Background: an optimization exercise with open tools, aiming at small area, a short achievable clock period and few clock cycles. Do not read the settings as production practice.
Function was checked by simulation only, so behaviour that the tests miss may differ from the original.
Power and IR drop assume default switching activity.

==> flow/design.v <==
module sfc (
    input  wire        clk,
    input  wire        rst,
    input  wire        h_valid,
    input  wire        h_write,
    input  wire [11:0] h_addr,
    input  wire [1:0]  h_size,      
    input  wire [31:0] h_wdata,
    output reg         h_ready,
    output reg  [31:0] h_rdata,
    output reg         h_err,
    output reg         tx_valid,
    output reg  [7:0]  tx_data,
    input  wire        tx_ready,
    input  wire        tx_err,
    input  wire [7:0]  tx_code,
    output wire        cs,
    output wire        disp
);
    localparam CMD_BYTE = 8'h80;
    function [7:0] rev8(input [7:0] b);
        integer i;
        begin
            for (i = 0; i < 8; i = i + 1) rev8[i] = b[7-i];
        end
    endfunction
    localparam A_CMD = 12'h000, A_STATUS = 12'h004, A_ERRINFO = 12'h008,
               A_CTRL = 12'h00C, A_GRID_LO = 12'h010, A_GRID_HI = 12'h014,
               A_SIMSTAT = 12'h018, A_TICKCNT = 12'h01C, A_OAM_COUNT = 12'h020;
    wire       i_ok     = (h_size == 2'd2) && (h_addr[1:0] == 2'b00);
    wire       i_oam    = (h_addr[11:10] == 2'b00) &&
                          ((h_addr[9:8] == 2'b01) || (h_addr[9:7] == 3'b100));   
    wire       i_low    = (h_addr[11:6] == 6'd0) && (h_addr[5:0] <= 6'h20);    
    wire       i_bad    = !i_ok || !(i_low || i_oam);
    wire       i_word   = h_addr[2];
    wire       s_cmd     = (h_addr == A_CMD);
    wire       s_status  = (h_addr == A_STATUS);
    wire       s_errinfo = (h_addr == A_ERRINFO);
    wire       s_ctrl    = (h_addr == A_CTRL);
    wire       s_glo     = (h_addr == A_GRID_LO);
    wire       s_ghi     = (h_addr == A_GRID_HI);
    wire       s_simstat = (h_addr == A_SIMSTAT);
    wire       s_tick    = (h_addr == A_TICKCNT);
    wire       s_cnt     = (h_addr == A_OAM_COUNT);
    function [5:0] p32(input [5:0] p);
        p32 = {~p[5], p[4:0]};
    endfunction
    reg [41:0] grid;
    reg [5:0]  seg;
    reg [1:0]  len;
    reg [2:0]  y;
    reg        rising;
    reg        finished;
    reg [31:0] tickcnt;
    reg        btn_prev;
    reg [5:0]  oam_count;
    reg        prev_valid;
    reg        drawn;
    reg [41:0] pg;           
    reg [5:0]  ps;
    reg [2:0]  py;
    reg        oam_ok;       
    reg        terr, cerr;
    reg [1:0]  ei_cause;
    reg [7:0]  ei_row;
    reg [4:0]  ei_byte;
    reg [7:0]  ei_tcode;
    reg        disp_en;
    reg        busy;
    assign cs   = busy;
    assign disp = disp_en;
    localparam OW = 53;      
    reg [48*OW-1:0] ring;
    reg [5:0]  ph;
    wire [OW-1:0] ea = ring[0*OW +: OW];
    wire [OW-1:0] eb = ring[24*OW +: OW];
    reg  [5:0] ph_b;         
    reg  [5:0] ph_ah;        
    reg  [5:0] ph_bh;        
    reg        wa_lo, wa_hi, wb_lo, wb_hi;    
    reg [OW-1:0] wd;                          
    always @(posedge clk) begin
        ring <= {ring[0 +: OW], ring[OW +: 47*OW]};
        if (wa_lo) ring[47*OW +: 32]      <= wd[31:0];
        if (wb_lo) ring[23*OW +: 32]      <= wd[31:0];
        if (wa_hi) ring[45*OW+32 +: 21]   <= wd[52:32];
        if (wb_hi) ring[21*OW+32 +: 21]   <= wd[52:32];
    end
    always @(posedge clk) begin
        if (rst) begin
            ph   <= 6'd0;
            ph_b  <= 6'd24;
            ph_ah <= 6'd46;
            ph_bh <= 6'd22;
        end else begin
            ph    <= (ph    == 6'd47) ? 6'd0 : ph + 6'd1;
            ph_b  <= (ph_b  == 6'd47) ? 6'd0 : ph_b + 6'd1;
            ph_ah <= (ph_ah == 6'd47) ? 6'd0 : ph_ah + 6'd1;
            ph_bh <= (ph_bh == 6'd47) ? 6'd0 : ph_bh + 6'd1;
        end
    end
    reg       clearing;
    always @(posedge clk) begin
        if (rst)                            clearing <= 1'b1;
        else if (clearing && ph == 6'd23)   clearing <= 1'b0;
    end
    reg  st_cmd;             
    reg  st_t1;              
    reg  st_t2;              
    reg  st_p2;              
    reg  st_p3;              
    reg  same_r;
    reg  st_per;             
    reg  [3:0] op_r;
    reg  btn_r;
    reg  slide_pend;
    wire st_any = st_t1 || st_t2 || st_p2 || st_p3;
    wire act = h_valid && !h_ready && !st_any;
    reg  mat;                                  
    wire obusy = mat || clearing;
    wire [3:0] i_op   = h_wdata[3:0];
    wire wr_cmd   = h_write && s_cmd;
    wire wr_cnt   = h_write && s_cnt;
    wire wr_oam   = h_write && i_oam;
    wire guarded  = wr_cmd || wr_cnt || wr_oam;
    wire at_a     = (h_addr[8:3] == p32(ph));
    wire at_b     = (h_addr[8:3] == p32(ph_b));
    wire at_ah    = (h_addr[8:3] == p32(ph_ah));
    wire at_bh    = (h_addr[8:3] == p32(ph_bh));
    wire at_w     = i_word ? (at_ah || at_bh) : (at_a || at_b);
    wire op_multi = (i_op == 4'h2) || (i_op == 4'h6) || (i_op == 4'h7);
    wire w_ok     = act && h_write && i_ok;            
    wire free     = !busy && !obusy;
    wire g_cmd    = w_ok && s_cmd;
    wire g_cnt    = w_ok && s_cnt;
    wire g_oam    = w_ok && i_oam;
    wire busy_wr  = (g_cmd || g_cnt || g_oam) && busy;
    wire cmd_go   = g_cmd && free && !op_multi;        
    wire multi_go = g_cmd && free && op_multi;
    wire do_cnt   = g_cnt && free;
    wire do_oamw  = g_oam && free && at_w;
    wire good_w   = w_ok && !i_bad;                    
    wire rd_done  = act && !h_write && i_ok &&
                    ((i_low && !s_cnt) || (!obusy && (s_cnt || (i_oam && at_a))));
    wire w_plain  = w_ok && i_low && !s_cmd && !s_cnt;  
    wire acc      = (act && i_bad) || rd_done || w_plain || busy_wr ||
                    cmd_go || do_cnt || do_oamw;
    wire cmd_resv  = st_cmd && op_r[3];
    wire do_press  = st_cmd && (op_r == 4'h1);
    wire do_init   = st_cmd && (op_r == 4'h3);
    wire do_build  = st_cmd && (op_r == 4'h4);
    wire do_comp   = st_cmd && (op_r == 4'h5);
    wire do_tick   = st_t1;
    wire do_period = st_t1 && st_per;
    wire btn       = btn_r;
    wire edge_det  = !btn_prev && btn;
    wire       t_rin = rising | (do_period & edge_det);
    reg  [5:0] t_below;
    always @* begin
        case (y)
            3'd0: t_below = 6'b111111;
            3'd1: t_below = grid[0  +: 6];
            3'd2: t_below = grid[6  +: 6];
            3'd3: t_below = grid[12 +: 6];
            3'd4: t_below = grid[18 +: 6];
            3'd5: t_below = grid[24 +: 6];
            3'd6: t_below = grid[30 +: 6];
            default: t_below = grid[36 +: 6];
        endcase
    end
    wire [5:0] t_att  = seg & t_below;
    wire [5:0] t_lose = seg & ~t_below;
    wire [2:0] t_nl   = t_lose[0] + t_lose[1] + t_lose[2] + t_lose[3] + t_lose[4] + t_lose[5];
    wire [1:0] t_len  = len - t_nl[1:0];
    wire       t_fin  = (t_len == 2'd0) || (y == 3'd6);
    wire [5:0] t_full = (t_len == 2'd3) ? 6'b000111 :
                        (t_len == 2'd2) ? 6'b000011 :
                        (t_len == 2'd1) ? 6'b000001 : 6'b000000;
    always @(posedge clk) begin
        if (rst) begin
            grid       <= 42'd0;
            seg        <= 6'b000111;
            len        <= 2'd3;
            y          <= 3'd0;
            rising     <= 1'b0;
            finished   <= 1'b0;
            tickcnt    <= 32'd0;
            btn_prev   <= 1'b0;
            slide_pend <= 1'b0;
        end else begin
            if (do_period) btn_prev <= btn;
            slide_pend <= 1'b0;
            if (do_init || (do_tick && finished && t_rin)) begin
                grid     <= 42'd0;
                seg      <= 6'b000111;
                len      <= 2'd3;
                y        <= 3'd0;
                rising   <= 1'b0;
                finished <= 1'b0;
                tickcnt  <= 32'd0;
            end else if (do_press) begin
                rising <= 1'b1;
            end else if (do_tick && !finished) begin
                tickcnt <= tickcnt + 32'd1;
                rising  <= 1'b0;
                if (t_rin) begin
                    case (y)
                        3'd0: grid[0  +: 6] <= grid[0  +: 6] | t_att;
                        3'd1: grid[6  +: 6] <= grid[6  +: 6] | t_att;
                        3'd2: grid[12 +: 6] <= grid[12 +: 6] | t_att;
                        3'd3: grid[18 +: 6] <= grid[18 +: 6] | t_att;
                        3'd4: grid[24 +: 6] <= grid[24 +: 6] | t_att;
                        3'd5: grid[30 +: 6] <= grid[30 +: 6] | t_att;
                        default: grid[36 +: 6] <= grid[36 +: 6] | t_att;
                    endcase
                    len <= t_len;
                    if (t_fin) begin
                        y        <= 3'd0;
                        finished <= 1'b1;
                        seg      <= 6'd0;
                    end else begin
                        y   <= y + 3'd1;
                        seg <= t_full;
                    end
                end
                slide_pend <= !(t_rin && t_fin) && (tickcnt[2:0] == 3'd7);
            end else if (st_t2 && slide_pend) begin
                seg <= s_seg;
            end
        end
    end
    reg [5:0] s_seg;
    reg       s_gap, s_done;
    integer   si;
    always @* begin
        s_seg  = seg;
        s_gap  = 1'b0;
        s_done = 1'b0;
        for (si = 0; si <= 6; si = si + 1) begin
            if (!s_done) begin
                if (!s_gap) begin
                    if (!seg[si % 6]) s_gap = 1'b1;
                end else if (seg[si % 6]) begin
                    s_seg[si % 6] = 1'b0;
                    s_seg[((si % 6) + len) % 6] = 1'b1;
                    s_done = 1'b1;
                end
            end
        end
    end
    reg [41:0] sy;
    reg [5:0]  g_row_y;
    reg        g_above;
    wire [6:0] rowany;
    genvar gr;
    generate
        for (gr = 0; gr < 7; gr = gr + 1) begin : g_rowany
            assign rowany[gr] = |grid[gr*6 +: 6];
        end
    endgenerate
    always @* begin
        sy = 42'd0;
        case (y)
            3'd0: begin sy[0  +: 6] = seg; g_row_y = grid[0  +: 6]; g_above = |rowany[6:1]; end
            3'd1: begin sy[6  +: 6] = seg; g_row_y = grid[6  +: 6]; g_above = |rowany[6:2]; end
            3'd2: begin sy[12 +: 6] = seg; g_row_y = grid[12 +: 6]; g_above = |rowany[6:3]; end
            3'd3: begin sy[18 +: 6] = seg; g_row_y = grid[18 +: 6]; g_above = |rowany[6:4]; end
            3'd4: begin sy[24 +: 6] = seg; g_row_y = grid[24 +: 6]; g_above = |rowany[6:5]; end
            3'd5: begin sy[30 +: 6] = seg; g_row_y = grid[30 +: 6]; g_above = rowany[6]; end
            default: begin sy[36 +: 6] = seg; g_row_y = grid[36 +: 6]; g_above = 1'b0; end
        endcase
    end
    wire [5:0]  seg_pre = {|seg[5:0], |seg[4:0], |seg[3:0], |seg[2:0], |seg[1:0], seg[0]};
    wire        c_inc = (seg == 6'd0) || !(g_above || ((g_row_y & seg_pre) != 6'd0));
    wire [41:0] c_g   = c_inc ? (grid | sy) : grid;
    wire [5:0]  c_s   = c_inc ? 6'd0 : seg;
    wire [2:0]  c_y   = c_inc ? 3'd0 : y;
    wire        same  = prev_valid && (c_g == pg) && (c_s == ps) && (c_y == py);
    reg        mat_gen;      
    reg        mat_run;      
    reg        mat_pb;       
    reg        nx_v;         
    reg  [8:0] nx_obj;       
    reg  [5:0] bn;           
    reg  [7:0] rg;           
    reg  [2:0] cg;           
    reg  [5:0] lm;           
    reg  [1:0] hd_v, hd_pb;  
    reg        nb_v;         
    reg  [5:0] nb_bits;      
    reg  [2:0] nb_g;         
    wire [7:0] ne = {seg != 6'd0, rowany};
    reg  [2:0] ng;           
    always @* begin
        casez (rg)
            8'b???????1: ng = 3'd0;
            8'b??????10: ng = 3'd1;
            8'b?????100: ng = 3'd2;
            8'b????1000: ng = 3'd3;
            8'b???10000: ng = 3'd4;
            8'b??100000: ng = 3'd5;
            8'b?1000000: ng = 3'd6;
            default:     ng = 3'd7;
        endcase
    end
    reg  [5:0] ng_bits;
    always @* begin
        case (ng)
            3'd0: ng_bits = grid[0  +: 6];
            3'd1: ng_bits = grid[6  +: 6];
            3'd2: ng_bits = grid[12 +: 6];
            3'd3: ng_bits = grid[18 +: 6];
            3'd4: ng_bits = grid[24 +: 6];
            3'd5: ng_bits = grid[30 +: 6];
            3'd6: ng_bits = grid[36 +: 6];
            default: ng_bits = seg;
        endcase
    end
    wire       lm_any  = (lm != 6'd0);
    wire [5:0] g_src   = lm_any ? lm : nb_bits;
    wire [2:0] g_grp   = lm_any ? cg : nb_g;
    wire       g_have  = lm_any || nb_v;
    wire       g_done  = !lm_any && !nb_v && (rg == 8'd0);
    wire       g_step  = mat_gen && (!nx_v || mat_wr);
    wire [5:0] g_low   = g_src & (~g_src + 6'd1);
    wire [2:0] frow    = (g_grp == 3'd7) ? y : g_grp;
    reg  [3:0] fx;           
    always @* begin
        case (g_low)
            6'b000001: fx = 4'd0;
            6'b000010: fx = 4'd3;
            6'b000100: fx = 4'd6;
            6'b001000: fx = 4'd9;
            6'b010000: fx = 4'd12;
            default:   fx = 4'd15;
        endcase
    end
    reg  [4:0] fy;           
    always @* begin
        case (frow)
            3'd0: fy = 5'd18;
            3'd1: fy = 5'd15;
            3'd2: fy = 5'd12;
            3'd3: fy = 5'd9;
            3'd4: fy = 5'd6;
            3'd5: fy = 5'd3;
            default: fy = 5'd0;
        endcase
    end
    wire [OW-1:0] bobj = {8'd0, 8'd24, 5'd3, 8'd0, nx_obj[8:4], 3'd0, 9'd0, nx_obj[3:0], 3'd0};
    wire mat_start;
    wire mat_align = (ph == 6'd0) || (ph == 6'd24);
    wire mat_wr    = mat && nx_v && (mat_run || mat_align);
    wire mat_wpb   = mat_run ? mat_pb : (ph == 6'd24);
    wire mat_last  = mat && !mat_gen && !nx_v && (hd_v[0] == 1'b0);
    always @(posedge clk) begin
        if (rst) begin
            mat     <= 1'b0;
            mat_gen <= 1'b0;
            mat_run <= 1'b0;
            mat_pb  <= 1'b0;
            nx_v    <= 1'b0;
            bn      <= 6'd0;
            hd_v    <= 2'd0;
        end else begin
            hd_v  <= {hd_v[0], mat_wr};
            hd_pb <= {hd_pb[0], mat_wpb};
            if (mat_start) begin
                mat     <= 1'b1;
                mat_gen <= 1'b1;
                mat_run <= 1'b0;
                nx_v    <= 1'b0;
                bn      <= 6'd0;
                rg      <= ne;
                lm      <= 6'd0;
                nb_v    <= 1'b0;
            end else if (mat) begin
                if (mat_wr) begin
                    mat_run <= 1'b1;
                    mat_pb  <= mat_wpb;
                    bn      <= bn + 6'd1;
                end
                if (g_step) begin
                    nx_v <= g_have;
                    if (g_have) begin
                        nx_obj <= {fy, fx};
                        lm     <= g_src & ~g_low;
                        cg     <= g_grp;
                    end
                    if (g_done) mat_gen <= 1'b0;
                end else if (mat_wr) begin
                    nx_v <= 1'b0;
                end
                if (!nb_v || (g_step && !lm_any)) begin
                    nb_v    <= (rg != 8'd0);
                    nb_bits <= ng_bits;
                    nb_g    <= ng;
                    if (rg != 8'd0) rg[ng] <= 1'b0;
                end
                if (mat_last) mat <= 1'b0;
            end
        end
    end
    wire [OW-1:0] hobj = {h_wdata[23:16], h_wdata[15:8], h_wdata[7:3], h_wdata[31:0]};
    always @* begin
        wa_lo = 1'b0; wa_hi = 1'b0; wb_lo = 1'b0; wb_hi = 1'b0;
        wd    = hobj;
        if (clearing) begin
            wd = {OW{1'b0}};
            wa_lo = 1'b1; wa_hi = 1'b1; wb_lo = 1'b1; wb_hi = 1'b1;
        end else if (mat) begin
            wd = bobj;
            wa_lo = mat_wr && !mat_wpb;
            wb_lo = mat_wr && mat_wpb;
            wa_hi = hd_v[1] && !hd_pb[1];
            wb_hi = hd_v[1] && hd_pb[1];
        end else if (do_oamw) begin
            if (i_word) begin wa_hi = at_ah; wb_hi = !at_ah; end
            else        begin wa_lo = at_a;  wb_lo = !at_a;  end
        end
    end
    wire p2_redraw = st_p3 && !same_r;
    wire p2_same   = st_p3 && same_r;
    assign mat_start = do_build || p2_redraw || (p2_same && !oam_ok);
    wire start_snap = p2_redraw;
    wire start_gen  = do_comp;
    wire [31:0] status_word  = {26'd0, drawn, prev_valid, busy, cerr, terr, busy};
    wire [31:0] errinfo_word = {ei_tcode, 3'd0, ei_byte, ei_row, 4'd0, 2'd0, ei_cause};
    wire [31:0] simstat_word = {13'd0, btn_prev, finished, rising, 1'b0, y,
                                2'd0, len, 2'd0, seg};
    wire [31:0] oam_word     = i_word ? {8'd0, ea[52:45], ea[44:37], ea[36:32], 3'b000}
                                      : ea[31:0];
    wire [31:0] rd_word =
        ({32{i_oam}}     & oam_word) |
        ({32{s_status}}  & status_word) |
        ({32{s_errinfo}} & errinfo_word) |
        ({32{s_ctrl}}    & {31'd0, disp_en}) |
        ({32{s_glo}}     & grid[31:0]) |
        ({32{s_ghi}}     & {22'd0, grid[41:32]}) |
        ({32{s_simstat}} & simstat_word) |
        ({32{s_tick}}    & tickcnt) |
        ({32{s_cnt}}     & {26'd0, oam_count});
    always @(posedge clk) begin
        h_rdata <= rd_word;
        if (multi_go) begin
            op_r  <= i_op;
            btn_r <= h_wdata[8];
        end else if (cmd_go) begin
            op_r  <= i_op;
        end
        if (rst) begin
            h_ready <= 1'b0;
            h_err   <= 1'b0;
            st_cmd  <= 1'b0;
            st_t1   <= 1'b0;
            st_t2   <= 1'b0;
            st_p2   <= 1'b0;
            st_p3   <= 1'b0;
            st_per  <= 1'b0;
        end else begin
            h_ready <= acc || (st_t2 && !st_per) || st_p3;
            h_err   <= acc && i_bad;
            st_cmd  <= cmd_go;
            st_t1   <= multi_go && (i_op != 4'h6);
            if (multi_go) st_per <= (i_op == 4'h7);
            st_t2   <= st_t1;
            st_p2   <= (multi_go && (i_op == 4'h6)) || (st_t2 && st_per);
            st_p3   <= st_p2;
            same_r  <= same;
        end
    end
    always @(posedge clk) begin
        if (rst) begin
            oam_count  <= 6'd0;
            prev_valid <= 1'b0;
            drawn      <= 1'b0;
            oam_ok     <= 1'b0;
        end else begin
            if (do_cnt) begin
                oam_count <= (h_wdata > 32'd48) ? 6'd48 : h_wdata[5:0];
                oam_ok    <= 1'b0;
            end
            if (do_oamw || do_build) oam_ok <= 1'b0;
            if (mat_last) oam_count <= bn;
            if (p2_redraw) begin
                pg         <= c_g;
                ps         <= c_s;
                py         <= c_y;
                prev_valid <= 1'b1;
                drawn      <= 1'b1;
                oam_ok     <= 1'b1;
            end else if (p2_same) begin
                drawn      <= 1'b0;
                oam_ok     <= 1'b1;
            end
        end
    end
    reg        gen;           
    reg        acc_run, acc_wait;
    reg [4:0]  wc;
    reg [7:0]  wrow;
    reg        s1v, s1last;
    reg [14:0] sp_a, sp_b;
    reg        a_full, b_full;
    reg [143:0] abuf, bbuf;
    function [11:0] qr(input [4:0] w8);      
        case (w8)
            5'd0: qr = {7'd0, 5'd0};
            5'd1: qr = {7'd72, 5'd0};
            5'd2: qr = {7'd36, 5'd0};
            5'd3: qr = {7'd24, 5'd0};
            5'd4: qr = {7'd18, 5'd0};
            5'd5: qr = {7'd14, 5'd2};
            5'd6: qr = {7'd12, 5'd0};
            5'd7: qr = {7'd10, 5'd2};
            5'd8: qr = {7'd9, 5'd0};
            5'd9: qr = {7'd8, 5'd0};
            5'd10: qr = {7'd7, 5'd2};
            5'd11: qr = {7'd6, 5'd6};
            5'd12: qr = {7'd6, 5'd0};
            5'd13: qr = {7'd5, 5'd7};
            5'd14: qr = {7'd5, 5'd2};
            5'd15: qr = {7'd4, 5'd12};
            5'd16: qr = {7'd4, 5'd8};
            5'd17: qr = {7'd4, 5'd4};
            5'd18: qr = {7'd4, 5'd0};
            5'd19: qr = {7'd3, 5'd15};
            5'd20: qr = {7'd3, 5'd12};
            5'd21: qr = {7'd3, 5'd9};
            5'd22: qr = {7'd3, 5'd6};
            5'd23: qr = {7'd3, 5'd3};
            5'd24: qr = {7'd3, 5'd0};
            5'd25: qr = {7'd2, 5'd22};
            5'd26: qr = {7'd2, 5'd20};
            5'd27: qr = {7'd2, 5'd18};
            5'd28: qr = {7'd2, 5'd16};
            5'd29: qr = {7'd2, 5'd14};
            5'd30: qr = {7'd2, 5'd12};
            default: qr = {7'd2, 5'd10};
        endcase
    endfunction
    function [14:0] span(input [OW-1:0] e, input [5:0] idx, input [5:0] cnt,
                         input [7:0] row);
        reg [15:0] ox, oy;
        reg [4:0]  w8, xb;
        reg [7:0]  oh, oa;
        reg [6:0]  q;
        reg [4:0]  r;
        reg [8:0]  oyq, oyh;
        reg [5:0]  xe_w, xe_r;
        reg        v, full, part;
        begin
            ox = e[15:0]; oy = e[31:16]; w8 = e[36:32]; oh = e[44:37]; oa = e[52:45];
            {q, r} = qr(w8);
            oyq  = {1'b0, oy[7:0]} + {2'b00, q};
            oyh  = {1'b0, oy[7:0]} + {1'b0, oh};
            full = ({1'b0, row} < oyq);
            part = ({1'b0, row} == oyq) && (r != 5'd0);
            v    = (idx < cnt) && (oa == 8'd0) && (w8 != 5'd0) &&
                   (ox[15:8] == 8'd0) && (ox[7:0] < 8'd144) &&
                   (oy[15:8] == 8'd0) && (row >= oy[7:0]) &&
                   ({1'b0, row} < oyh) && (full || part);
            xb   = ox[7:3];
            xe_w = {1'b0, xb} + {1'b0, w8};
            xe_r = {1'b0, xb} + {1'b0, r};
            span = {v, xb, ox[2:0], full ? xe_w : xe_r};
        end
    endfunction
    function [143:0] smask(input [14:0] sp);
        reg       v;
        reg [4:0] xb;
        reg [2:0] s;
        reg [5:0] xe;
        reg [7:0] lo;
        reg       p, q;
        integer b, j;
        begin
            {v, xb, s, xe} = sp;
            lo = 8'hFF >> s;
            for (b = 0; b < 18; b = b + 1) begin
                p = v && (b >= xb) && (b < xe);
                q = v && (b > xb) && (b <= xe);
                for (j = 0; j < 8; j = j + 1)
                    smask[b*8 + j] = lo[j] ? p : q;
            end
        end
    endfunction
    always @(posedge clk) begin
        sp_a <= span(ea, ph,   oam_count, wrow);
        sp_b <= span(eb, ph_b, oam_count, wrow);
    end
    wire [143:0] m_ab = s1v ? (smask(sp_a) | smask(sp_b)) : 144'd0;
    wire         xfer_now  = s1last && !a_full;
    wire         xfer_late = b_full && !a_full;
    wire         xfer = xfer_now || xfer_late;
    reg        pact;
    reg [7:0]  prow;
    reg [4:0]  ppos;
    wire       fire = tx_valid && tx_ready;
    wire       pslot = !tx_valid || tx_ready;
    wire       pdata = (ppos >= 5'd2);
    wire       avail = !pdata || !gen || a_full;
    wire       push  = busy && pact && pslot && avail;
    wire       prow_last = (prow == 8'd167);
    wire       ppos_last = (ppos == 5'd19);
    wire       abort = fire && tx_err;
    reg [2:0] s_row;
    always @* begin
        if      (prow < 8'd24)  s_row = 3'd6;
        else if (prow < 8'd48)  s_row = 3'd5;
        else if (prow < 8'd72)  s_row = 3'd4;
        else if (prow < 8'd96)  s_row = 3'd3;
        else if (prow < 8'd120) s_row = 3'd2;
        else if (prow < 8'd144) s_row = 3'd1;
        else                    s_row = 3'd0;
    end
    wire [4:0] bc = ppos - 5'd2;
    reg  [2:0] s_col;
    always @* begin
        if      (bc < 5'd3)  s_col = 3'd0;
        else if (bc < 5'd6)  s_col = 3'd1;
        else if (bc < 5'd9)  s_col = 3'd2;
        else if (bc < 5'd12) s_col = 3'd3;
        else if (bc < 5'd15) s_col = 3'd4;
        else                 s_col = 3'd5;
    end
    wire [5:0] s_rowbits = pg[s_row * 6 +: 6] | ((py == s_row) ? ps : 6'd0);
    wire       s_fill = s_rowbits[s_col];
    wire [7:0] a_byte = abuf[bc * 8 +: 8];
    wire [7:0] pbyte = (ppos == 5'd0) ? CMD_BYTE :
                       (ppos == 5'd1) ? rev8(prow) :
                       gen ? ~a_byte : {8{~s_fill}};
    always @(posedge clk) begin
        if (rst) begin
            busy     <= 1'b0;
            pact     <= 1'b0;
            gen      <= 1'b0;
            prow     <= 8'd0;
            ppos     <= 5'd0;
            tx_valid <= 1'b0;
            tx_data  <= 8'd0;
            acc_run  <= 1'b0;
            acc_wait <= 1'b0;
            wc       <= 5'd0;
            wrow     <= 8'd0;
            s1v      <= 1'b0;
            s1last   <= 1'b0;
            a_full   <= 1'b0;
            b_full   <= 1'b0;
        end else if (start_snap || start_gen) begin
            busy     <= 1'b1;
            pact     <= 1'b1;
            gen      <= start_gen;
            prow     <= 8'd0;
            ppos     <= 5'd1;
            tx_valid <= 1'b1;
            tx_data  <= CMD_BYTE;
            acc_run  <= start_gen;
            acc_wait <= 1'b0;
            wc       <= 5'd0;
            wrow     <= 8'd0;
            s1v      <= 1'b0;
            s1last   <= 1'b0;
            a_full   <= 1'b0;
            b_full   <= 1'b0;
        end else if (abort) begin
            busy     <= 1'b0;
            pact     <= 1'b0;
            tx_valid <= 1'b0;
            acc_run  <= 1'b0;
            acc_wait <= 1'b0;
            s1v      <= 1'b0;
            s1last   <= 1'b0;
            a_full   <= 1'b0;
            b_full   <= 1'b0;
        end else begin
            if (fire && !pact) busy <= 1'b0;
            if (push) begin
                tx_valid <= 1'b1;
                tx_data  <= pbyte;
                if (!ppos_last) ppos <= ppos + 5'd1;
                else begin
                    ppos <= 5'd0;
                    prow <= prow + 8'd1;
                    if (prow_last) pact <= 1'b0;
                end
            end else if (fire) begin
                tx_valid <= 1'b0;
            end
            s1v    <= acc_run;
            s1last <= acc_run && (wc == 5'd23);
            if (push && ppos_last && gen) a_full <= 1'b0;
            if (xfer) a_full <= 1'b1;
            if (s1last && a_full) b_full <= 1'b1;
            if (xfer_late) b_full <= 1'b0;
            if (acc_run) begin
                if (wc == 5'd23) begin
                    wc <= 5'd0;
                    if (a_full || wrow == 8'd167) begin
                        acc_run  <= 1'b0;
                        acc_wait <= (wrow != 8'd167);
                    end else begin
                        wrow <= wrow + 8'd1;
                    end
                end else begin
                    wc <= wc + 5'd1;
                end
            end else if (acc_wait && xfer) begin
                acc_wait <= 1'b0;
                acc_run  <= 1'b1;
                wrow     <= wrow + 8'd1;
            end
        end
    end
    always @(posedge clk) begin
        if (start_gen || xfer) bbuf <= 144'd0;
        else                   bbuf <= bbuf | m_ab;
        if (xfer) abuf <= bbuf | m_ab;
    end
    wire [7:0] c_row  = (ppos == 5'd0) ? prow - 8'd1 : prow;
    wire [4:0] c_byte = (ppos == 5'd0) ? 5'd19 : ppos - 5'd1;
    always @(posedge clk) begin
        if (rst) begin
            terr     <= 1'b0;
            cerr     <= 1'b0;
            ei_cause <= 2'd0;
            ei_row   <= 8'd0;
            ei_byte  <= 5'd0;
            ei_tcode <= 8'd0;
            disp_en  <= 1'b0;
        end else begin
            if (good_w && s_status) begin
                if (h_wdata[1]) terr <= 1'b0;
                if (h_wdata[2]) cerr <= 1'b0;
            end
            if (good_w && s_ctrl) disp_en <= h_wdata[0];
            if (busy_wr || cmd_resv) begin
                cerr     <= 1'b1;
                ei_cause <= busy_wr ? 2'd2 : 2'd3;
                ei_row   <= 8'd0;
                ei_byte  <= 5'd0;
                ei_tcode <= 8'd0;
            end
            if (busy && abort) begin
                terr     <= 1'b1;
                ei_cause <= 2'd1;
                ei_row   <= c_row;
                ei_byte  <= c_byte;
                ei_tcode <= tx_code;
            end
        end
    end
endmodule
==> flow/flow/run.sh <==
#!/bin/bash
set -euo pipefail
bash standard.sh SETUP_SLACK_MARGIN=10.5 finish > run_standard.log 2>&1
==> flow/standard.sh <==
#!/bin/bash
# synth_recipe.tcl (not shown) runs the flow's synth.tcl, then flattens the netlist and writes it again
# the make line also repeats each setting of config.mk as NAME=value (left out here)
make -C /OpenROAD-flow-scripts/flow DESIGN_CONFIG=/design/flow/config.mk WORK_HOME=/design/flow/orfs CLKGATE_MAP_FILE= SYNTH_SCRIPT=/design/flow/synth_recipe.tcl "${@:-finish}"
==> flow/config.mk <==
export PLATFORM = sky130hd
export DESIGN_NAME = sfc
export DESIGN_NICKNAME = sfc
export VERILOG_FILES = /design/flow/design.v
export SDC_FILE = /design/flow/constraint.sdc
export NUM_CORES = 8
export LEC_CHECK = 0
export CAP_MARGIN = 20
export CELL_PAD_IN_SITES_DETAIL_PLACEMENT = 1
export CELL_PAD_IN_SITES_GLOBAL_PLACEMENT = 2
export CORE_MARGIN = 2
export CORE_UTILIZATION = 50
export CTS_CLUSTER_DIAMETER = 100
export CTS_CLUSTER_SIZE = 24
export GPL_ROUTABILITY_DRIVEN = 1
export PLACE_DENSITY = 0.65
export SLEW_MARGIN = 20
==> flow/constraint.sdc <==
create_clock -name core_clock -period 15.0 [get_ports {clk}]
set_input_delay 3.0000 -clock core_clock [delete_from_list [all_inputs] [get_ports {clk}]]
set_output_delay 3.0000 -clock core_clock [all_outputs]
set_load 0.01 [all_outputs]
==> impl_metrics.json, run 1 <==
{
  "utilization": 0.556,
  "maxClockFrequency_mhz": 218,
  "fp.dieArea_sq_um": 184000,
  "routedWlPerCell_microns": 26.9,
  "portBuffers": 104,
  "cp.required_ns": 15.72,
  "antenna_found_initial": 21,
  "drt_iter0_drc": 4179,
  "whs_endpoint": "ring[1504]",
  "crit_slowest_cell": "or4b_4",
  "coreArea_sq_um": 180000,
  "synth_area_per_cell_sq_um": 13.0,
  "slowest_delay_ns": 0.49,
  "fin_cells": 9490,
  "rows": 156,
  "cts_tree": "yes",
  "cp_max_fo": 21,
  "ios": 105,
  "dp_hpwl_microns": 170000,
  "drcViolationCount": 0,
  "hold_class": "flop to flop",
  "final_area_sq_um": 100000,
  "clk_pin_slew_ns": 0.12,
  "htreeDepth": 4,
  "dr.pass1.iters": 8,
  "grt_max_degree": 82,
  "die_height_microns": 429,
  "power.leakage_uw": 0.0397,
  "rr_endpoint": "slide_pend",
  "synth_ff_type": "dfxtp_1",
  "endpoint_kind": "flop",
  "reg2reg_slack_ns": 10.56,
  "final_min_period_over_clock_period": 0.305,
  "ys_types": 94,
  "fillers": 17500,
  "cts_root_buf": "clkbuf_16",
  "tns_ns": 0,
  "holdWs_ns": 0.290,
  "netlist_area_sq_um": 90400,
  "holdPathStages": 0,
  "place.gp.congestion": 0.907,
  "pwr_density_cell_nw_per_um2": 134,
  "grt_pass1_wl_microns": 371000,
  "routed_wl_microns": 255000,
  "slew-limit-headroom": 0.208,
  "rr_worst_depth": 18,
  "grt_use_total": 0.274,
  "viasPerCell": 5.50,
  "setup_violations": 0,
  "ir_drop_mv": 0.130,
  "vias": 52200,
  "post_dp_cell_area_sq_um": 94400,
  "crit_top_cell": "buf_12",
  "grt.overflow.total": 0,
  "rsz0062_at_grt": "yes",
  "outcome": "finished clean",
  "yosys_warnings": 1,
  "r2r_start": "y[1]",
  "crit_type": "primary input to flop",
  "multiInputGateArea_sq_um": 22400,
  "ant_nets": 0,
  "cap_violations": 0,
  "drv_slew": 0,
  "hold_buffers": 0,
  "critPathLaunchType": "primary input",
  "crit_chain": "buf_12 > or4b_4 > nor3_4 > nand3_4 > nor4_4 > and2_4 > and3_4 > buf_6 > a31oi_4 > buf_12 > mux2_2",
  "cts.sinks": 3226,
  "final_hold_viol_count": 0,
  "worstSkewPairLatency_ns": 0.88,
  "nets": 7291,
  "dp.cells": 9209,
  "die_w_microns": 429,
  "finClkSkew_ns": 0.0645,
  "ys_seq_elements": 3226,
  "async_flop_share": 0,
  "syn_inst": 6940,
  "cp_data_arrival_time_ns": 5.30,
  "register_area_sq_um": 67100,
  "clock_path_buffers": 3,
  "min_from": "ring[1557]",
  "grt_pass1_vias": 54300,
  "drive_gt1_frac": 0.106,
  "worst_slew_pin_slew_ns": 1.19,
  "synth_seq_area_share": 0.741,
  "period_needed_ns": 4.58,
  "start_util": 0.502,
  "area_growth_pct": 10.9,
  "cts_buffers": 156,
  "synth_edf_count": 238
}
==> kinds of logic (layout without fill, tap and decap cells) <==
logic type | count (synthesis) | after routing | synth area share
buf+inv | 492 | 661 | 0.0210
fa+ha+maj | 163 | 163 | 0.0234
mux | 198 | 198 | 0.0277
simple gates | 1461 | 1463 | 0.0795
other cells | 1 | 9 | 0.0000415
compound gates | 1273 | 1274 | 0.0951
xor+xnor | 126 | 126 | 0.0122
flops | 3226 | 3226 | 0.741
==> worst max-delay path: cells and delay by family <==
kind,cells,cell delay (ns)
simple gates,6,1.38
buf+inv,3,0.42
mux,1,0.32
compound gates,1,0.10
==> through the flow <==
stage | setup slack [ns] | power, uW
2_1_floorplan | 9.90 | 8920
3_3_place_gp | 7.83 | 8960
3_5_place_dp | 7.65 | 8970
4_1_cts | 10.48 | 13600
5_1_grt | 10.39 | 13900
6_report | 10.42 | 13400
==> flip-flops by register name, indices dropped and copies added, names as in the netlist, 8 cells and up, named ones only <==
signal and count:
ring 2544, abuf 144, bbuf 144, grid 42
pg 42, h_rdata 32, tickcnt 32, sp_a 15
sp_b 15, nx_obj 9, ei_row 8, ei_tcode 8
prow 8, rg 8, tx_data 8, wrow 8
==> cells in the final DEF (no fill, tap or decap), types with 148 or more instances in the layout <==
cell,instances
a22oi_1,174
nand2_1,407
a21oi_1,268
clkbuf_16,160
o21ai_0,214
nor2_1,321
nor2b_1,181
inv_1,166
ha_1,148
buf_4,150
edfxtp_1,238
dfxtp_1,2939
==> synthesized netlist by cell type (all sizes together) (12+ instances only) <==
library cell / instances / area (sq um)
nand4: 43 / 275
nor4: 43 / 318
a22oi: 174 / 1310
a21o: 144 / 1080
xnor2: 68 / 596
o31ai: 13 / 97.6
buf: 48 / 230
nand3: 95 / 480
mux4: 32 / 721
o221ai: 12 / 105
a222oi: 43 / 430
a21oi: 281 / 1410
xor2: 58 / 508
ha: 153 / 1910
mux2i: 68 / 681
nor2: 345 / 1300
o21ai: 230 / 1150
and3: 29 / 181
clkbuf: 270 / 1010
edfxtp: 238 / 7150
nor2b: 182 / 1140
nand2b: 97 / 607
or3: 29 / 181
a31oi: 21 / 131
and2: 36 / 225
a221oi: 60 / 532
a22o: 31 / 272
mux2: 98 / 1100
nor3: 83 / 415
or2: 21 / 131
inv: 171 / 642
o211ai: 26 / 195
nand2: 419 / 1580
o22ai: 72 / 450
dfxtp: 2988 / 59800
a211oi: 29 / 228
o21bai: 34 / 255
==> layout make-up <==
| class | instances | area share |
|---|---|---|
| Sequential cell | 3226 | 0.670 |
| Multi-Input combinational cell | 3227 | 0.224 |
| Clock buffer | 183 | 0.0407 |
| Tap cell | 2370 | 0.0296 |
| Timing Repair Buffer | 283 | 0.0252 |
| Inverter | 174 | 0.00671 |
| Clock inverter | 21 | 0.00387 |
| Antenna cell | 6 | 0.000150 |
==> metal layers <==
| layer | share of wire | wire (microns) | GRT usage | vias to the layer above |
|---|---|---|---|---|
| li1 | - | - | - | 24000 |
| met1 | 0.43 | 108000 | 0.351 | 26300 |
| met2 | 0.48 | 122000 | 0.459 | 1356 |
| met3 | 0.045 | 11500 | 0.0375 | 515 |
| met4 | 0.050 | 12700 | 0.127 | 2 |
| met5 | 0.000082 | 21 | 0 | - |
==> how the worst max path moves through the flow <==
stage | startpoint | endpoint | cells past startpoint | slack (ns)
3_3_place_gp | h_addr[8] | ring[1234] | 9 | 7.83
6_report | h_valid | ring[1162] | 11 | 10.42
3_5_place_dp | h_addr[8] | ring[1234] | 9 | 7.65
4_1_cts | y[1] | slide_pend | 18 | 10.48
2_1_floorplan | h_valid | ring[1234] | 10 | 9.90
5_1_grt | h_valid | ring[1227] | 11 | 10.39
==> report_power, final <==
group / internal [uW] / switching (uW) / leakage, uW
registers: 8650 / 17.7 / 0.0260
clock network: 1980 / 2700 / 0.00216
logic: 42.5 / 60.1 / 0.0116
total: 10700 / 2770 / 0.0397
==> repair_timing <==
item                                   in CTS  in global routing
resized for setup                         385                 88
setup endpoints to repair                 259                159
cloned                                      5                  3
endpoints found under the hold margin       0                  0
pin swaps                                  14                 18
buffers inserted                           30                 29
Testbench counts, summed over its fixed seeds: cycles 359,656.
==> inputs of run 2 (changes only) <==
--- a/flow/design.v
+++ b/flow/design.v
@@ -78,4 +78,8 @@
     reg  [5:0] ph_ah;        
     reg  [5:0] ph_bh;        
+    wire [5:0] ph_n    = (ph    == 6'd47) ? 6'd0 : ph + 6'd1;
+    wire [5:0] ph_b_n  = (ph_b  == 6'd47) ? 6'd0 : ph_b + 6'd1;
+    wire [5:0] ph_ah_n = (ph_ah == 6'd47) ? 6'd0 : ph_ah + 6'd1;
+    wire [5:0] ph_bh_n = (ph_bh == 6'd47) ? 6'd0 : ph_bh + 6'd1;
     reg        wa_lo, wa_hi, wb_lo, wb_hi;    
     reg [OW-1:0] wd;                          
@@ -94,8 +98,8 @@
             ph_bh <= 6'd22;
         end else begin
-            ph    <= (ph    == 6'd47) ? 6'd0 : ph + 6'd1;
-            ph_b  <= (ph_b  == 6'd47) ? 6'd0 : ph_b + 6'd1;
-            ph_ah <= (ph_ah == 6'd47) ? 6'd0 : ph_ah + 6'd1;
-            ph_bh <= (ph_bh == 6'd47) ? 6'd0 : ph_bh + 6'd1;
+            ph    <= ph_n;
+            ph_b  <= ph_b_n;
+            ph_ah <= ph_ah_n;
+            ph_bh <= ph_bh_n;
         end
     end
@@ -115,4 +119,6 @@
     reg  btn_r;
     reg  slide_pend;
+    reg  wq_a, wq_b, wq_ah, wq_bh;             
+    reg  wp_cnt, wp_st, wp_ctrl, wp_berr;      
     wire st_any = st_t1 || st_t2 || st_p2 || st_p3;
     wire act = h_valid && !h_ready && !st_any;
@@ -124,9 +130,9 @@
     wire wr_oam   = h_write && i_oam;
     wire guarded  = wr_cmd || wr_cnt || wr_oam;
-    wire at_a     = (h_addr[8:3] == p32(ph));
-    wire at_b     = (h_addr[8:3] == p32(ph_b));
-    wire at_ah    = (h_addr[8:3] == p32(ph_ah));
-    wire at_bh    = (h_addr[8:3] == p32(ph_bh));
-    wire at_w     = i_word ? (at_ah || at_bh) : (at_a || at_b);
+    wire at_a     = (h_addr[8:3] == p32(ph));          
+    wire nx_a     = (h_addr[8:3] == p32(ph_n));        
+    wire nx_b     = (h_addr[8:3] == p32(ph_b_n));
+    wire nx_ah    = (h_addr[8:3] == p32(ph_ah_n));
+    wire nx_bh    = (h_addr[8:3] == p32(ph_bh_n));
     wire op_multi = (i_op == 4'h2) || (i_op == 4'h6) || (i_op == 4'h7);
     wire w_ok     = act && h_write && i_ok;            
@@ -138,12 +144,17 @@
     wire cmd_go   = g_cmd && free && !op_multi;        
     wire multi_go = g_cmd && free && op_multi;
-    wire do_cnt   = g_cnt && free;
-    wire do_oamw  = g_oam && free && at_w;
-    wire good_w   = w_ok && !i_bad;                    
+    wire q_cnt    = g_cnt && free;
+    wire q_oam    = g_oam && free;
+    wire q_a      = q_oam && !i_word && nx_a;
+    wire q_b      = q_oam && !i_word && nx_b;
+    wire q_ah     = q_oam && i_word && nx_ah;
+    wire q_bh     = q_oam && i_word && nx_bh;
+    wire do_cnt   = wp_cnt;
+    wire do_oamw  = wq_a || wq_b || wq_ah || wq_bh;
     wire rd_done  = act && !h_write && i_ok &&
                     ((i_low && !s_cnt) || (!obusy && (s_cnt || (i_oam && at_a))));
     wire w_plain  = w_ok && i_low && !s_cmd && !s_cnt;  
     wire acc      = (act && i_bad) || rd_done || w_plain || busy_wr ||
-                    cmd_go || do_cnt || do_oamw;
+                    cmd_go || q_cnt || q_a || q_b || q_ah || q_bh;
     wire cmd_resv  = st_cmd && op_r[3];
     wire do_press  = st_cmd && (op_r == 4'h1);
@@ -353,5 +364,5 @@
     wire mat_wr    = mat && nx_v && (mat_run || mat_align);
     wire mat_wpb   = mat_run ? mat_pb : (ph == 6'd24);
-    wire mat_last  = mat && !mat_gen && !nx_v && (hd_v[0] == 1'b0);
+    wire mat_last  = mat && !mat_gen && !nx_v && !hd_v[0];
     always @(posedge clk) begin
         if (rst) begin
@@ -415,7 +426,7 @@
             wa_hi = hd_v[1] && !hd_pb[1];
             wb_hi = hd_v[1] && hd_pb[1];
-        end else if (do_oamw) begin
-            if (i_word) begin wa_hi = at_ah; wb_hi = !at_ah; end
-            else        begin wa_lo = at_a;  wb_lo = !at_a;  end
+        end else begin
+            wa_lo = wq_a;  wb_lo = wq_b;
+            wa_hi = wq_ah; wb_hi = wq_bh;
         end
     end
@@ -457,8 +468,24 @@
             st_p2   <= 1'b0;
             st_p3   <= 1'b0;
+            wq_a    <= 1'b0;
+            wq_b    <= 1'b0;
+            wq_ah   <= 1'b0;
+            wq_bh   <= 1'b0;
+            wp_cnt  <= 1'b0;
+            wp_st   <= 1'b0;
+            wp_ctrl <= 1'b0;
+            wp_berr <= 1'b0;
             st_per  <= 1'b0;
         end else begin
             h_ready <= acc || (st_t2 && !st_per) || st_p3;
-            h_err   <= acc && i_bad;
+            h_err   <= act && i_bad;
+            wq_a    <= q_a;
+            wq_b    <= q_b;
+            wq_ah   <= q_ah;
+            wq_bh   <= q_bh;
+            wp_cnt  <= q_cnt;
+            wp_st   <= w_plain && s_status;
+            wp_ctrl <= w_plain && s_ctrl;
+            wp_berr <= busy_wr;
             st_cmd  <= cmd_go;
             st_t1   <= multi_go && (i_op != 4'h6);
@@ -730,12 +757,12 @@
             disp_en  <= 1'b0;
         end else begin
-            if (good_w && s_status) begin
+            if (wp_st) begin
                 if (h_wdata[1]) terr <= 1'b0;
                 if (h_wdata[2]) cerr <= 1'b0;
             end
-            if (good_w && s_ctrl) disp_en <= h_wdata[0];
-            if (busy_wr || cmd_resv) begin
+            if (wp_ctrl) disp_en <= h_wdata[0];
+            if (wp_berr || cmd_resv) begin
                 cerr     <= 1'b1;
-                ei_cause <= busy_wr ? 2'd2 : 2'd3;
+                ei_cause <= wp_berr ? 2'd2 : 2'd3;
                 ei_row   <= 8'd0;
                 ei_byte  <= 5'd0;
==> flow/flow/run.sh (replaced) <==
#!/bin/bash
set -euo pipefail
bash standard.sh SETUP_SLACK_MARGIN=10.7 finish > run_standard.log 2>&1
==> impl_metrics.json, run 2 <==
{
  "layout_common_cells": "2941 x dfxtp_1, 465 x nand2_1, 314 x nor2_1",
  "reg.largest.list": "ring (2544), abuf (144), bbuf (144)",
  "cts.sinks": 3234,
  "grt_use_total": 0.257,
  "place.gp.congestion": 0.935,
  "ys_types": 97,
  "routed_wl_microns": 241000,
  "hold_buffers": 0,
  "hold_class": "flop to flop",
  "worst-path-buf-inv": 1,
  "dr.pass1.iters": 8,
  "portBuffers": 104,
  "setup_violations": 0,
  "coreArea_sq_um": 180000,
  "crit_chain": "buf_6",
  "vias": 52400,
  "ios": 105,
  "muxShareOfSynthArea": 0.0219,
  "start_util": 0.502,
  "drt_iter0_drc": 4274,
  "cp.required_ns": 12.00,
  "ir_drop_mv": 0.129,
  "largest_register": "ring",
  "die_height_microns": 429,
  "slew-limit-headroom": 0.170,
  "cts_root_buf": "clkbuf_16",
  "die_w_microns": 429,
  "cap_violations": 0,
  "clock_path_buffers": 3,
  "final_min_period_over_clock_period": 0.292,
  "area_growth_pct": 10.8,
  "power.leakage_uw": 0.0392,
  "synth_ff_type": "dfxtp_1",
  "endpoint_kind": "output pin",
  "cp_data_arrival_time_ns": 1.39,
  "synth_seq_area_share": 0.742,
  "ant_nets": 0,
  "rows": 156,
  "cp_top_family": "flip-flops",
  "clk_pin_slew_ns": 0.10,
  "slowest_delay_ns": 0.42,
  "routedWlPerCell_microns": 25.2,
  "synth.largest_area_cell": "dfxtp_1",
  "utilization": 0.556,
  "cp_max_fo": 1,
  "synth_top_family_by_area": "compound AO/OA/AOI/OAI gates",
  "synth_edf_count": 238,
  "netlist_area_sq_um": 90500,
  "synth_commonest_cells": "2996 x dfxtp_1, 470 x nand2_1, 334 x nor2_1, 278 x a21oi_1, 276 x clkbuf_1",
  "viasPerCell": 5.48,
  "period_needed_ns": 4.39,
  "final_common_cell": "dfxtp_1",
  "cts_buffers": 155,
  "dp_hpwl_microns": 160000,
  "synth_xor_area_frac": 0.0126,
  "finClkSkew_ns": 0.0493,
  "maxClockFrequency_mhz": 228,
  "synthTopCellsByArea": "dfxtp_1 66%, edfxtp_1 7.9%, ha_1 2.1%",
  "synth_compound_area_frac": 0.0988,
  "worstSkewPairLatency_ns": 0.85,
  "grt_pass1_vias": 53500,
  "grt.overflow.total": 0,
  "async_flop_share": 0,
  "syn_inst": 7004,
  "yosysTopAreaCellShare": 0.663,
  "nets": 7348,
  "grt_pass1_wl_microns": 354000,
  "largest_register_ffs": 2544,
  "worst_slew_pin_slew_ns": 1.25,
  "fp.dieArea_sq_um": 184000,
  "rsz0062_at_grt": "yes",
  "yosysMostFrequentCell": "dfxtp_1",
  "final_hold_viol_count": 0,
  "cts_tree": "yes",
  "tns_ns": 0,
  "ys_seq_elements": 3234,
  "synthSimpleGateAreaFrac": 0.0801,
  "htreeDepth": 4,
  "synth_fa_ha_area_frac": 0.0235,
  "antenna_found_initial": 22,
  "yosys_warnings": 1,
  "drv_slew": 0,
  "grt_max_degree": 147,
  "pwr_density_cell_nw_per_um2": 134,
  "drive_gt1_frac": 0.0984,
  "outcome": "finished clean",
  "drcViolationCount": 0,
  "synth_area_per_cell_sq_um": 12.9,
  "critPathLaunchType": "flop",
  "crit_type": "flop to output pin",
  "crit_slowest_cell": "dfxtp_4"
}
-- run 2: changes by cell type in the layout (fill, tap and decap cells not counted), sizes merged, moves of 18 or more --
cell,before,now
nor4,43,61
o211ai,26,60
nand2,419,470
o21ai,230,296
mux2,98,40
nand2b,97,59
-- run 2: worst paths after layout --
path | from | end | slack [ns] | depth (start not counted)
max reg2reg | y[1] | seg[0] | 10.67 | 19
min reg2reg | ring[1539] | ring[1486] | 0.30 | 0
max | h_rdata[15] | h_rdata[15] | 10.61 | 1
min | ring[1539] | ring[1486] | 0.30 | 0
-- run 2: through the flow --
step	setup slack [ns]	area, sq um	hold WS (ns)	power (uW)	std cells
6_report	10.61	100000	0.297	13400	9555
5_1_grt	10.50	100000	0.302	13900	9547
3_3_place_gp	9.01	94500	0.310	9010	9269
2_1_floorplan	10.42	91000	0.310	8950	7006
3_5_place_dp	8.98	94500	0.313	9010	9270
4_1_cts	10.55	99700	0.289	13500	9511
-- run 2: logic make-up after synthesis --
logic type / count (synthesis)
AOI/OAI and AO/OA: 1350
buffers and inverters: 485
other: 1
adders and majority gates: 164
muxes: 153
and+or+nand+nor: 1487
xor gates and xnor gates: 130
DFF: 3234
-- run 2: area by class of cell --
type	count	area, sq um
diodes	21	52.6
clock buffers	178	4020
clock inverters	19	349
fillers	17400	80100
inverters	164	626
multi-input cells	3288	22400
flip-flops and latches	3234	67300
well taps	2370	2970
repair buffers	281	2620
-- run 2: worst register-to-register path, cell delays in order, from the launching register on --
cell and delay, ns:
dfxtp_2 0.35, buf_12 0.14, clkinvlp_4 0.21, ha_4 0.26, buf_12 0.14, nor4_4 0.24
buf_4 0.19, a21oi_2 0.06, and2_4 0.18, fa_1 0.53, inv_1 0.06, fa_1 0.51
inv_1 0.05, fa_2 0.35, xnor2_2 0.16, xnor2_2 0.27, a22o_4 0.22, o21ai_2 0.06
mux2i_1 0.15, nand2_1 0.06
-- run 2: power breakdown --
part / total (uW) / switching (uW) / internal [uW]
logic: 125 / 78.1 / 46.8
registers: 8680 / 11.4 / 8670
clock network: 4600 / 2650 / 1950
total: 13400 / 2740 / 10700
-- run 2: timing repair --
| item | in CTS | in global routing |
|---|---|---|
| gates resized for setup | 382 | 81 |
| setup endpoints to repair | 209 | 105 |
| hold endpoints to repair | 0 | 0 |
| pin swaps | 27 | 39 |
| gates cloned | 2 | 1 |
| buffers inserted | 42 | 22 |
-- run 2: metal layers --
metal  vias to the layer above  track usage  share of wire
li1                      24200            -              -
met1                     26400        0.349           0.44
met2                      1343        0.421           0.47
met3                       416       0.0346          0.048
met4                         4       0.0948          0.036
met5                         -            0        0.00012
Testbench counts of run 2, summed over its fixed seeds: cycles 359,655.
==> inputs of run 3 (changes only) <==
--- a/flow/design.v
+++ b/flow/design.v
@@ -121,6 +121,8 @@
     reg  wq_a, wq_b, wq_ah, wq_bh;             
     reg  wp_cnt, wp_st, wp_ctrl, wp_berr;      
+    reg  rq_oam, rq_w;                         
+    reg  [5:0] rq_k;                           
     wire st_any = st_t1 || st_t2 || st_p2 || st_p3;
-    wire act = h_valid && !h_ready && !st_any;
+    wire act = h_valid && !h_ready && !st_any && !rq_oam;
     reg  mat;                                  
     wire obusy = mat || clearing;
@@ -130,5 +132,4 @@
     wire wr_oam   = h_write && i_oam;
     wire guarded  = wr_cmd || wr_cnt || wr_oam;
-    wire at_a     = (h_addr[8:3] == p32(ph));          
     wire nx_a     = (h_addr[8:3] == p32(ph_n));        
     wire nx_b     = (h_addr[8:3] == p32(ph_b_n));
@@ -153,5 +154,7 @@
     wire do_oamw  = wq_a || wq_b || wq_ah || wq_bh;
     wire rd_done  = act && !h_write && i_ok &&
-                    ((i_low && !s_cnt) || (!obusy && (s_cnt || (i_oam && at_a))));
+                    ((i_low && !s_cnt) || (!obusy && s_cnt));
+    wire rq_go    = act && !h_write && i_ok && i_oam;
+    wire rq_fin   = rq_oam && !obusy && (rq_k == p32(ph));
     wire w_plain  = w_ok && i_low && !s_cmd && !s_cnt;  
     wire acc      = (act && i_bad) || rd_done || w_plain || busy_wr ||
@@ -180,8 +183,14 @@
         endcase
     end
-    wire [5:0] t_att  = seg & t_below;
     wire [5:0] t_lose = seg & ~t_below;
     wire [2:0] t_nl   = t_lose[0] + t_lose[1] + t_lose[2] + t_lose[3] + t_lose[4] + t_lose[5];
-    wire [1:0] t_len  = len - t_nl[1:0];
+    reg  [5:0] below_r;
+    reg  [1:0] nl_r;
+    always @(posedge clk) begin
+        below_r <= t_below;
+        nl_r    <= t_nl[1:0];
+    end
+    wire [5:0] t_att  = seg & below_r;
+    wire [1:0] t_len  = len - nl_r;
     wire       t_fin  = (t_len == 2'd0) || (y == 3'd6);
     wire [5:0] t_full = (t_len == 2'd3) ? 6'b000111 :
@@ -440,8 +449,7 @@
     wire [31:0] simstat_word = {13'd0, btn_prev, finished, rising, 1'b0, y,
                                 2'd0, len, 2'd0, seg};
-    wire [31:0] oam_word     = i_word ? {8'd0, ea[52:45], ea[44:37], ea[36:32], 3'b000}
-                                      : ea[31:0];
+    wire [31:0] oam_word     = rq_w ? {8'd0, ea[52:45], ea[44:37], ea[36:32], 3'b000}
+                                    : ea[31:0];
     wire [31:0] rd_word =
-        ({32{i_oam}}     & oam_word) |
         ({32{s_status}}  & status_word) |
         ({32{s_errinfo}} & errinfo_word) |
@@ -453,5 +461,9 @@
         ({32{s_cnt}}     & {26'd0, oam_count});
     always @(posedge clk) begin
-        h_rdata <= rd_word;
+        h_rdata <= rq_oam ? oam_word : rd_word;
+        if (rq_go) begin
+            rq_k <= h_addr[8:3];
+            rq_w <= i_word;
+        end
         if (multi_go) begin
             op_r  <= i_op;
@@ -477,6 +489,9 @@
             wp_berr <= 1'b0;
             st_per  <= 1'b0;
+            rq_oam  <= 1'b0;
         end else begin
-            h_ready <= acc || (st_t2 && !st_per) || st_p3;
+            h_ready <= acc || rq_fin || (st_t2 && !st_per) || st_p3;
+            if (rq_go) rq_oam <= 1'b1;
+            else if (rq_fin) rq_oam <= 1'b0;
             h_err   <= act && i_bad;
             wq_a    <= q_a;
==> flow/flow/run.sh (replaced) <==
#!/bin/bash
set -euo pipefail
bash standard.sh SETUP_SLACK_MARGIN=10.7 "BUFFER_PORTS_ARGS=-buffer_cell sky130_fd_sc_hd__buf_4" finish > run_standard.log 2>&1
==> impl_metrics.json, run 3 <==
{
  "drv_slew": 0,
  "power.leakage_uw": 0.0391,
  "outcome": "finished clean",
  "finClkSkew_ns": 0.0609,
  "area_growth_pct": 9.88,
  "clock_path_buffers": 3,
  "swShare": 0.203,
  "slowest_delay_ns": 0.41,
  "netlist_area_sq_um": 91200,
  "fin_cells": 9553,
  "grt.overflow.total": 0,
  "utilization": 0.554,
  "syn_inst": 7059,
  "start_util": 0.504,
  "worst-path-buf-inv": 1,
  "htreeDepth": 4,
  "ios": 105,
  "grt_use_total": 0.263,
  "cp.required_ns": 12.00,
  "setup_violations": 0,
  "pwr_density_cell_nw_per_um2": 134,
  "reg.largest.list": "ring (2544), abuf (144), bbuf (144)",
  "synth_area_per_cell_sq_um": 12.9,
  "yosysMostFrequentCell": "dfxtp_1",
  "p_comb_frac": 0.009,
  "final_hold_viol_count": 0,
  "synth_edf_count": 245,
  "portBuffers": 104,
  "vias": 52500,
  "synth_ff_type": "dfxtp_1",
  "worstSkewPairLatency_ns": 0.86,
  "endpoint_kind": "output pin",
  "dr.pass1.iters": 8,
  "largest_register_ffs": 2544,
  "ant_nets": 0,
  "viasPerCell": 5.50,
  "cap_violations": 0,
  "final_min_period_over_clock_period": 0.292,
  "nets": 7351,
  "slew-limit-headroom": 0.189,
  "yosysTopAreaCellShare": 0.660,
  "clock_power_share": 0.342,
  "die_height_microns": 431,
  "grt_max_degree": 146,
  "crit_slowest_cell": "dfxtp_4",
  "clk_pin_slew_ns": 0.11,
  "hold_class": "flop to flop",
  "critPathLaunchType": "flop",
  "async_flop_share": 0,
  "tns_ns": 0,
  "synth.largest_area_cell": "dfxtp_1",
  "place.gp.congestion": 0.951,
  "final_common_cell": "dfxtp_1",
  "antenna_found_initial": 19,
  "yosys_warnings": 1,
  "dp_hpwl_microns": 167000,
  "synthTopCellsByArea": "dfxtp_1 66%, edfxtp_1 8.1%, ha_1 2.1%",
  "cp_data_arrival_time_ns": 1.38,
  "crit_type": "flop to output pin",
  "die_w_microns": 431,
  "cts_tree": "yes",
  "grt_pass1_vias": 54300,
  "grt_pass1_wl_microns": 363000,
  "rows": 156,
  "rsz0062_at_grt": "yes",
  "ir_drop_mv": 0.123,
  "crit_chain": "buf_6",
  "power_frac_seq": 0.649,
  "synth_commonest_cells": "3005 x dfxtp_1, 472 x nand2_1, 319 x a21oi_1, 318 x nor2_1, 299 x o21ai_0",
  "drt_iter0_drc": 3948,
  "ys_seq_elements": 3250,
  "routed_wl_microns": 246000,
  "dp.cells": 9304,
  "reg2reg_slack_ns": 10.76,
  "worst_slew_pin_slew_ns": 1.22,
  "period_needed_ns": 4.38,
  "ys_types": 90,
  "largest_register": "ring",
  "cts_root_buf": "clkbuf_16",
  "fp.dieArea_sq_um": 186000,
  "coreArea_sq_um": 181000,
  "routedWlPerCell_microns": 25.8,
  "maxClockFrequency_mhz": 228,
  "intPower_uw": 10700,
  "cp_top_family": "flip-flops",
  "synth_seq_area_share": 0.741,
  "cp_max_fo": 1,
  "final_area_sq_um": 100000,
  "layout_common_cells": "2949 x dfxtp_1, 467 x nand2_1, 303 x a21oi_1",
  "p_switching_uw": 2730,
  "drive_gt1_frac": 0.0993,
  "drcViolationCount": 0,
  "cts_buffers": 155,
  "post_dp_cell_area_sq_um": 94900,
  "cts.sinks": 3250
}
## run 3: cell types whose count changed in the layout (fill, tap and decap cells not counted), moves of 23 or more
cell	previous run	this run
o21ai_0	266	296
a21oi_1	265	303
clkdlybuf4s50_1	39	0
buf_4	154	188
nand2b_1	56	79
a22oi_1	174	129
## run 3: logic make-up after synthesis
kind of cell / count (synthesis) / share of synthesized area
compound gates: 1376 / 0.0995
fa+ha+maj: 164 / 0.0232
xor+xnor: 134 / 0.0129
flops: 3250 / 0.741
mux: 174 / 0.0244
buf+inv: 484 / 0.0206
simple gates: 1476 / 0.0789
other cells: 1 / 0.0000411
## run 3: timing repair
action                                  in CTS  in global routing
resized for setup                          160                 27
pin swaps                                   17                 16
endpoints found under the setup margin     196                134
cloned                                       1                  0
setup buffers                               26                  9
hold buffers                                 0                  0
## run 3: path summary, 6_finish.rpt
| check | cells after the start | startpoint | endpoint |
|---|---|---|---|
| worst max register to register | 12 | y[0] | same_r |
| worst min-delay path | 0 | ring[1486] | ring[1433] |
| worst min register to register | 0 | ring[1486] | ring[1433] |
| worst max-delay path | 1 | h_rdata[8] | h_rdata[8] |
## run 3: final cells by class
type	instances	area, sq um
fillers	17600	80800
flip-flops and latches	3250	67700
multi-input cells	3328	22500
clock buffers	181	4050
well taps	2370	2970
repair buffers	243	2060
inverters	149	563
clock inverters	19	325
diodes	13	32.5
## run 3: routing by layer
| metal | global-route usage | vias to the layer above | wire length (microns) |
|---|---|---|---|
| met3 | 0.0341 | 425 | 10900 |
| met1 | 0.353 | 26500 | 109000 |
| met2 | 0.429 | 1276 | 116000 |
| met4 | 0.113 | 0 | 10800 |
| met5 | 0 | - | 0 |
| li1 | - | 24300 | - |
## run 3: metrics by stage
stage	hold slack [ns]	setup slack [ns]	total power (uW)
final	0.303	10.62	13400
after global routing	0.318	10.57	13900
after CTS	0.308	10.55	13600
after detailed placement	0.313	9.27	9050
after global placement	0.310	9.26	9040
after floorplan	0.310	10.25	9000
## run 3: power by group through the flow
stage / logic (uW) / clock network, uW / registers, uW
floorplan: 70.5 / 0 / 8930
global placement: 109 / 0 / 8940
detailed placement: 112 / 0 / 8940
CTS: 115 / 4750 / 8730
global route: 126 / 5050 / 8730
finish: 115 / 4600 / 8730
Testbench counts of run 3, summed over its fixed seeds: cycles 359,655.

## what the ideal ports hide
Ports are ideal in the flow. The routed layouts listed here were re-timed in OpenROAD.
Step 1, drivers: a clkbuf_16 drives clk and a buf_2 each remaining input, both assumed.
Step 2 also shifts input and output timing later by t, the mid clock arrival at the registers, as if the neighbouring blocks saw the same clock.
Three values: ideal, step 1, step 2; two values: the first two.
run | shift t [ns] | slack for setup (ns) | worst register clock-pin slew, ns | worst data-port slew with drivers (ns)
run 1 | 0.938 | 10.421 / 10.438 / 9.500 | 0.12 / 0.12 | 0.16
run 2 | 0.909 | 10.613 / 10.532 / 9.705 | 0.11 / 0.11 | 0.32
run 3 | 0.918 | 10.617 / 10.529 / 9.844 | 0.12 / 0.12 | 0.18
After both steps setup and hold are still met in every run listed. For run 1, which loses most, drivers alone change the setup slack by +0.017 ns; drivers and shift together by -0.921 ns.
